Context: an optimization exercise on an open-source flow, tuned for small area, a short achievable clock period and few clock cycles. The choices shown serve that exercise and are no tape-out recipe. Function was checked by simulation only, so behaviour that the tests miss may differ from the original. No activity file was given, so power comes from the tool's default toggle rates.

## run a
==> flow/design.v (excerpt) <==
module th_core (
    input  wire        clk,
    input  wire        rst,           
    input  wire        run_start,
    input  wire [31:0] run_budget,    
    output wire        busy,
    output reg         done,
    output reg  [31:0] consumed,
    output reg         refused,
    input  wire        host_wr,
    input  wire [4:0]  host_idx,
    input  wire [15:0] host_wdata,
    input  wire        di_req,
    input  wire [1:0]  irq_line,      
    output wire [31:0] pc_o,
    output wire [31:0] st_o,
    output wire        intout,
    output wire        mem_req,
    output wire        mem_we,
    output wire [27:0] mem_addr,
    output wire [15:0] mem_wdata,
    input  wire        mem_ready,
    input  wire [15:0] mem_rdata
);
Size: ~5600 cells after synthesis, about 220 I/O pins, roughly 61000 um^2 of cells after synthesis.
Settings: LEC_CHECK=0, CAP_MARGIN=20, CORE_MARGIN=2, CORE_UTILIZATION=40, SLEW_MARGIN=20; clock period 12.0 ns.
run.sh (not shown) runs the stock make flow with config.mk's settings and CLKGATE_MAP_FILE= SYNTH_SCRIPT=/design/flow/synth_recipe.tcl, a recipe that flattens the netlist after the stock synthesis.
Testbench counts of run a, summed over its fixed seeds: cycles 182,188.
#### Input delta (run b over run a)
- SETUP_SLACK_MARGIN now 5, previously not set
## What came out
No stage failed in run b, and the final checks on the layout all came back clean. There was hardly any difference in met3 track demand over resource in global routing between run a and run b. On area growth from synthesis to final layout, run a and run b are basically level. Between run a and run b, the difference in tightest hold margin is negligible. Looking at met3 wire length, run b sits 3.4% lower than run a does.

---

## rev 12
th_core, a different RTL version from the one above (not shown whole).
Size in the first run: about 1300 flip-flops, about 220 I/O pins.
clock: 12.0 ns
lec_check: 0
cap_margin: 20
core_margin: 2
core_utilization: 40
slew_margin: 20
In summary, rev 12 completed successfully, with a layout that passed the timing, DRC and antenna checks.
Testbench counts of rev 12, summed over its fixed seeds: cycles 182,188.
[inputs] rev 13 vs rev 12
diff --git a/flow/config.mk b/flow/config.mk
--- a/flow/config.mk
+++ b/flow/config.mk
@@ -10,2 +10,3 @@
 export CORE_UTILIZATION = 40
+export SETUP_SLACK_MARGIN = 5
 export SLEW_MARGIN = 20
[summary]
- Logic gate share of total power of rev 13 is on par with rev 12.
- Re maximum net fanout on the critical path: rev 12 and rev 13 aren't equal, and the higher value belongs to rev 13.
- Rev 13 reports a lower fraction of the cycle the final worst path needs than rev 12 does.
- Comparing rev 12 and rev 13, the higher wire length on met3 was measured on rev 13.
- Going from rev 12 to rev 13, the total iterations of the first detailed-routing run was found to have gone down by 1.
- Between rev 13 and rev 12, the worst hold margin figures differ only marginally.
- Per the comparison of rev 13 with rev 12, total power draw barely changed; fraction of area in non-clock buffers now larger; via density per instance did not really move; share of power burned in the clock network roughly the same.

---

Another version of the RTL of th_core (not shown whole).
Size: about 5,200 cells after synthesis, roughly 220 I/O pins, about 60,000 sq um of cells after synthesis.
==> flow/config.mk <==
export PLATFORM = sky130hd
export DESIGN_NAME = th_core
export DESIGN_NICKNAME = th_core
export VERILOG_FILES = /design/flow/design.v
export SDC_FILE = /design/flow/constraint.sdc
export NUM_CORES = 4
export LEC_CHECK = 0
export CAP_MARGIN = 20
export CORE_MARGIN = 2
export CORE_UTILIZATION = 40
export CTS_BUF_LIST = sky130_fd_sc_hd__clkbuf_8
export SLEW_MARGIN = 20
export TNS_END_PERCENT = 2
==> flow/constraint.sdc <==
create_clock -name core_clock -period 12.0 [get_ports {clk}]
set_input_delay 2.4000 -clock core_clock [delete_from_list [all_inputs] [get_ports {clk}]]
set_output_delay 2.4000 -clock core_clock [all_outputs]
set_load 0.01 [all_outputs]
standard.sh (not shown) runs the stock make flow with config.mk's settings and CLKGATE_MAP_FILE= SYNTH_SCRIPT=/design/flow/synth_recipe.tcl, a recipe that flattens the netlist after the stock synthesis.
==> flow/flow/run.sh <==
#!/bin/bash
set -euo pipefail
bash standard.sh SETUP_SLACK_MARGIN=7 finish > orfs_make.log 2>&1
Testbench counts at the start, summed over its fixed seeds: cycles 182,188.
Next try:
==> flow/flow/run.sh (replaced) <==
#!/bin/bash
set -euo pipefail
bash standard.sh SETUP_SLACK_MARGIN=8 finish > orfs_make.log 2>&1
=> Via count increases by 3.0%. Wire length increases by 2.9%. Power increases by 0.45%.

re-timing with driven ports:
The results above use ideal ports. As a check the final layouts listed here were re-extracted and re-timed, cells and wires unchanged. Step 1, drivers: a clkbuf_16 drives clk and a buf_2 each remaining input, both assumed. Step 2 times the ports against the registers' clock, not the clock port: input delays grow and output delays shrink by t, the midpoint of the rising clock arrivals with the driver on. Three values: ideal, step 1, step 2; two values: the first two.
run	t (ns)	slack for setup (ns)	clock arrival spread, ns	slew at the worst register clock pin (ns)	worst slew at a driven data input, ns
run a	0.881	4.338 / 4.398 / 3.517	0.057 / 0.057	0.07 / 0.07	0.19
run b	0.877	4.858 / 4.866 / 3.988	0.054 / 0.055	0.07 / 0.07	0.20
rev 12	0.875	4.273 / 4.273 / 4.175	0.052 / 0.051	0.07 / 0.07	0.27
rev 13	0.872	5.058 / 4.979 / 4.837	0.051 / 0.052	0.07 / 0.07	0.25
the first run of note 3	1.046	6.733 / 6.741 / 5.695	0.067 / 0.068	0.07 / 0.07	0.22
the second run of note 3	1.023	7.061 / 6.984 / 6.104	0.040 / 0.040	0.07 / 0.07	0.20
After both steps setup and hold are still met in every run listed. The setup slack of the first run of note 3, which loses most, moves by +0.008 ns with the drivers and by -1.038 ns with both steps.
